This is an optimization exercise on Yosys and OpenROAD, whose aim is small area, a short achievable clock period and few clock cycles per item, not a production implementation. RTL that was checked went through simulation tests only; none was proved equivalent to the original. Power and IR drop assume default switching activity.

## oak
==> flow/design.v (excerpt) <==
module qr_rs_decoder (
  input  wire         clk,
  input  wire         rst,
  input  wire         cmd_valid,
  output wire         cmd_ready,
  input  wire [7:0]   cmd_n,
  input  wire [4:0]   cmd_k,
  input  wire         in_valid,
  output wire         in_ready,
  input  wire [7:0]   in_data,
  output reg          res_valid,
  output reg  [1:0]   res_err,
  output reg  [2:0]   res_sub,
  output reg  [3:0]   res_nerr,
  output wire [119:0] res_eloc,
  output wire [119:0] res_emag
);
Size: roughly 1,800 flip-flops, ~120,000 um2 of cells after synthesis.
export LEC_CHECK = 0
export CAP_MARGIN = 50
export CORE_MARGIN = 2
export CORE_UTILIZATION = 40
export PLACE_DENSITY = 0.6
export SLEW_MARGIN = 70
create_clock -name core_clock -period 12.0 [get_ports {clk}]
standard.sh (not shown) runs the stock make flow with config.mk's settings and CLKGATE_MAP_FILE= SYNTH_SCRIPT=/design/flow/synth_recipe.tcl, a recipe that flattens the netlist after the stock synthesis.
==> flow/flow/run.sh <==
#!/bin/bash
# The standard layout (standard.sh: the ORFS flow, synthesis unchanged), with
#  - port buffers of buf_4 rather than the resizer's weakest buffer, and
#  - timing repair (after CTS and after global routing) aiming for 8.3 ns of
#    setup slack, i.e. a 3.7 ns register-to-register delay.
# Each tool writes its full log under orfs/logs; the make output goes to standard.log.
set -euo pipefail
export BUFFER_PORTS_ARGS="-buffer_cell sky130_fd_sc_hd__buf_4"
export SETUP_SLACK_MARGIN=8.3
bash standard.sh > standard.log 2>&1
#### Input delta (pine over oak)
==> flow/run.sh (new file) <==
#!/bin/bash
# synth_recipe.tcl (not shown) runs the flow's synth.tcl, then flattens the netlist and writes it again
# the make line also repeats each setting of config.mk as NAME=value (left out here)
make -C /OpenROAD-flow-scripts/flow DESIGN_CONFIG=/design/flow/config.mk WORK_HOME=/design/flow/orfs CLKGATE_MAP_FILE= SYNTH_SCRIPT=/design/flow/synth_recipe.tcl finish
removed: flow/flow/run.sh
removed: flow/standard.sh
Results
pine: flow completed, timing, DRC and antenna clean. Compare pine and oak | share of total power in sequential cells lower: oak. Going from oak to pine, combinational power shrank by a little under 10%. pine: initial antenna violation count 13 above oak. Taking oak as the reference, in pine finished layout cell area lost about 1.1%, register fraction of the total cell area picked up an extra 0.34 points. Reported for pine and oak, effective utilization at floorplan turned out identical to the last digit. Lower number of ordinary inverters in the final layout among pine and oak: pine.
No functional check of the RTL was part of any run of this note.

========
== v54 ==
qr_rs_decoder, a different RTL version from the one above (not shown whole).
Size: ~14000 cells after synthesis, roughly 1800 flip-flops, about 280 I/O pins, about 120000 sq um of cells after synthesis.
clock: 12.0 ns
lec_check: 0
cap_margin: 20
core_margin: 2
core_utilization: 45
cts_cluster_diameter: 80
cts_cluster_size: 20
gpl_timing_driven: 1
place_density: 0.65
slew_margin: 20
==> flow/flow/run.sh <==
#!/bin/bash
# The standard layout (standard.sh: the ORFS flow, synthesis unchanged), with
#  - port buffers of buf_4 rather than the resizer's weakest buffer, and
#  - timing repair (after CTS and after global routing) aiming for 8.5 ns of
#    setup slack, i.e. a 3.5 ns register-to-register delay.
# Each tool writes its full log under orfs/logs; the make output goes to standard.log.
set -euo pipefail
export BUFFER_PORTS_ARGS="-buffer_cell sky130_fd_sc_hd__buf_4"
export SETUP_SLACK_MARGIN=8.5
bash standard.sh > standard.log 2>&1
Testbench counts of v54, summed over its fixed seeds: cycles 23,072, blocks 240.
Input-level comparison between v19 and v54:
==> flow/flow/run.sh <==
#!/bin/bash
# The standard layout (standard.sh: the ORFS flow, synthesis unchanged), with
#  - port buffers of buf_4 rather than the resizer's weakest buffer, and
#  - timing repair (after CTS and after global routing) aiming for 8.2 ns of
#    setup slack, i.e. a 3.8 ns register-to-register delay.
# Each tool writes its full log under orfs/logs; the make output goes to standard.log.
set -euo pipefail
export BUFFER_PORTS_ARGS="-buffer_cell sky130_fd_sc_hd__buf_4"
export SETUP_SLACK_MARGIN=8.2
bash standard.sh > standard.log 2>&1
--- a/flow/config.mk
+++ b/flow/config.mk
@@ -12,3 +12,2 @@
 export CTS_CLUSTER_SIZE = 20
-export GPL_TIMING_DRIVEN = 1
 export PLACE_DENSITY = 0.65
### Flow results
- Clock group power of v54 is on par with v19.
- Setup slack on v19 is behind v54.
- Compared with v54, in v19 minimum setup slack among reg-to-reg paths dropped 250 ps; number of buffers inserted to repair setup after CTS dropped about 75%; total wire length dropped 1.1%.
What v23 does differently from v19 at the input level:
==> flow/flow/run.sh <==
#!/bin/bash
# The standard layout (standard.sh: the ORFS flow, synthesis unchanged), with
#  - port buffers of buf_4 rather than the resizer's weakest buffer, and
#  - timing repair (after CTS and after global routing) aiming for 8.8 ns of
#    setup slack, i.e. a 3.2 ns register-to-register delay.
# Each tool writes its full log under orfs/logs; the make output goes to standard.log.
set -euo pipefail
export BUFFER_PORTS_ARGS="-buffer_cell sky130_fd_sc_hd__buf_4"
export SETUP_SLACK_MARGIN=8.8
bash standard.sh > standard.log 2>&1
### Flow results
Every stage of the flow completed for v23, and the final layout passed the timing, DRC and antenna checks.
Final net count ended up 2.7% higher on v23 than on v19.
v23: overall via count from detail_route 2.3% above v19
Run comparison: v23 cell with the biggest individual delay on the critical path sky130_fd_sc_hd__dfxtp_2; v19 cell with the biggest individual delay on the critical path sky130_fd_sc_hd__edfxtp_1
Relative to v19, worst path required time has gone down in v23.
On v23: post-CTS setup repair buffer count is 220 higher than what v19 gave.
Taking v19 as the reference, in v23 combinational share of power went up 12 points, final cell area excluding filler cells went up 7200 sq um, number of detailed-routing iterations run before antenna repair went up 4.
In v23 relative to v19, power per unit of standard cell area had gone up by more than a quarter.
v23 vs. v19: final setup slack of the worst path +78 ps, worst path buffer plus inverter count +2.
> inputs changed (v23 -> v39)
==> flow/flow/run.sh <==
#!/bin/bash
# The standard layout (standard.sh: the ORFS flow, synthesis unchanged), with
#  - port buffers of buf_4 rather than the resizer's weakest buffer, and
#  - timing repair (after CTS and after global routing) aiming for 8.5 ns of
#    setup slack, i.e. a 3.5 ns register-to-register delay.
# Each tool writes its full log under orfs/logs; the make output goes to standard.log.
set -euo pipefail
export BUFFER_PORTS_ARGS="-buffer_cell sky130_fd_sc_hd__buf_4"
export SETUP_SLACK_MARGIN=8.5
bash standard.sh > standard.log 2>&1
- Via count in v39 vs v23: down about 1.8%
- The cell area after layout in v39 was lower than what v23 gave.
- v39 vs. v23: upper clock frequency limit shrank by about 1.3%; length of the first detailed-routing pass in iterations shrank by 2; critical path depth shrank by 1; worst setup slack shrank by 53 ps.
- Compared with v23, v39 shows a lower worst-case hold slack.

========
Another version of the RTL of qr_rs_decoder (not shown whole).
Size: roughly 1800 flip-flops, ~140000 um2 of cells after synthesis.
Settings: LEC_CHECK=0, CAP_MARGIN=50, CORE_MARGIN=2, CORE_UTILIZATION=40, PLACE_DENSITY=0.6, SLEW_MARGIN=70; clock period 12.0 ns.
run.sh (not shown) runs the stock make flow with config.mk's settings and CLKGATE_MAP_FILE= SYNTH_SCRIPT=/design/flow/synth_recipe.tcl, a recipe that flattens the netlist after the stock synthesis.
Stock flow here: none of the scripts above is used.
Change:
--- a/flow/config.mk
+++ b/flow/config.mk
@@ -8,5 +8,5 @@
 export CAP_MARGIN = 50
 export CORE_MARGIN = 2
-export CORE_UTILIZATION = 40
-export PLACE_DENSITY = 0.6
+export CORE_UTILIZATION = 20
+export PLACE_DENSITY = 0.45
 export SLEW_MARGIN = 70
=>
- design area increases by 3.9%
- worst setup slack is worse by 0.43 ns
- critical path depth came out higher by 3
No functional check of the RTL was part of any run of this note.

========
qr_rs_decoder, a different RTL version from the one above (not shown whole).
Size: about 13000 cells after synthesis, about 1800 flip-flops, about 280 I/O pins, ~130000 µm² of cells after synthesis.
make LEC_CHECK=0 CAP_MARGIN=50 CORE_MARGIN=2 CORE_UTILIZATION=45 PLACE_DENSITY=0.65 SLEW_MARGIN=70 finish   # period 12.0 ns
The baseline finished clean.
==> next run, changes <==
--- a/flow/config.mk
+++ b/flow/config.mk
@@ -10,2 +10,2 @@
-export CORE_UTILIZATION = 45
-export PLACE_DENSITY = 0.65
+export CORE_UTILIZATION = 55
+export PLACE_DENSITY = 0.72
Outcome: Synthesized area does not change. Count of clock-buffer cells in the layout is lower by 29. Worst setup slack is better by 0.043 ns. Cell count shrinks by 3.9%. Sequential power is about the same. Global-route usage came out higher by 10 points. Total power is higher by 3.0%. Sequential share of layout area is about the same.
Function was not checked in any run of this note: the RTL went through the layout flow alone.

========
main:
Another version of the RTL of qr_rs_decoder (not shown whole).
Size in the first run: about 280 I/O pins, ~0.12 mm^2 of cells after synthesis.
clock: 12.0 ns
lec_check: 0
cap_margin: 50
core_margin: 2
core_utilization: 45
place_density: 0.65
slew_margin: 70
standard.sh (not shown) runs the stock make flow with config.mk's settings and CLKGATE_MAP_FILE= SYNTH_SCRIPT=/design/flow/synth_recipe.tcl, a recipe that flattens the netlist after the stock synthesis.
==> flow/flow/run.sh <==
#!/bin/bash
# The standard layout (standard.sh: the ORFS flow, synthesis unchanged), with
#  - port buffers of buf_4 rather than the resizer's weakest buffer, and
#  - timing repair (after CTS and after global routing) aiming for 8.5 ns of
#    setup slack, i.e. a 3.5 ns register-to-register delay.
# Each tool writes its full log under orfs/logs; the make output goes to standard.log.
set -euo pipefail
export BUFFER_PORTS_ARGS="-buffer_cell sky130_fd_sc_hd__buf_4"
export SETUP_SLACK_MARGIN=8.5
bash standard.sh > standard.log 2>&1
main: done, clean on timing, DRC and antenna
Testbench counts of main, summed over its fixed seeds: cycles 23,168, blocks 240.
The following lists how the feature branch was set up differently from main:
==> flow/config.mk <==
export PLATFORM = sky130hd
export DESIGN_NAME = qr_rs_decoder
export DESIGN_NICKNAME = qr_rs_decoder
export VERILOG_FILES = /design/flow/design.v
export SDC_FILE = /design/flow/constraint.sdc
export NUM_CORES = 8
export LEC_CHECK = 0
export CAP_MARGIN = 30
export CORE_MARGIN = 2
export CORE_UTILIZATION = 45
export CTS_CLUSTER_DIAMETER = 80
export CTS_CLUSTER_SIZE = 20
export PLACE_DENSITY = 0.65
export SLEW_MARGIN = 40
[summary]
The feature branch | stages: all done | timing, DRC, antenna: all pass. Summary of the feature branch over main: global-route usage over all layers dropped 0.67 points; sequential share of layout area saw an increase; clock tree buffer count of the final layout saw a decrease; final non-filler cell area decreased by 7.4% relative to the old numbers; largest net degree at the start of global routing grew by about 100%. Diff main -> the feature branch: instance area after placement down about 6%; post-route clock period utilization down 0.87 points; post-route non-filler standard cell count down 713. Wire length of the first global-routing pass (higher): main.

## static timing again, ports no longer ideal
The results above use ideal ports. As a check the final layouts listed here were re-extracted and re-timed, cells and wires unchanged.
Step 1 (the two cells are an assumption about what drives the block):
set clk [get_ports {clk}]
set_driving_cell -lib_cell sky130_fd_sc_hd__clkbuf_16 $clk
set_driving_cell -lib_cell sky130_fd_sc_hd__buf_2 [delete_from_list [all_inputs] $clk]
Step 2 moves the port delays by t, midway between the first and last clock arrival at a register: inputs arrive t later, outputs are due t later. That takes back most of the time a late clock gives input paths.
Three values: ideal, step 1, step 2; two values: the first two.
run	shift t [ns]	setup WS [ns]	worst data-port slew with drivers (ns)
oak	1.075	8.024 / 7.928 / 8.196	0.11
pine	1.089	7.211 / 7.211 / 7.211	0.07
v54	0.962	8.080 / 7.978 / 7.727	0.11
v19	0.975	8.054 / 7.967 / 7.645	0.09
v23	0.955	8.132 / 8.041 / 8.037	0.11
v39	0.962	8.080 / 7.978 / 7.727	0.11
the first run of note 3	1.032	7.334 / 7.334 / 7.334	0.06
the second run of note 3	1.091	6.905 / 6.905 / 6.905	0.12
the first run of note 4	1.028	7.527 / 7.419 / 7.544	0.05
the second run of note 4	1.019	7.570 / 7.460 / 7.645	0.07
main	1.014	8.055 / 7.952 / 8.222	0.06
the feature branch	0.948	8.159 / 8.052 / 8.227	0.05
After both steps setup and hold are still met in every run listed. The setup slack of v19, which loses most, moves by -0.087 ns with the drivers and by -0.409 ns with both steps.
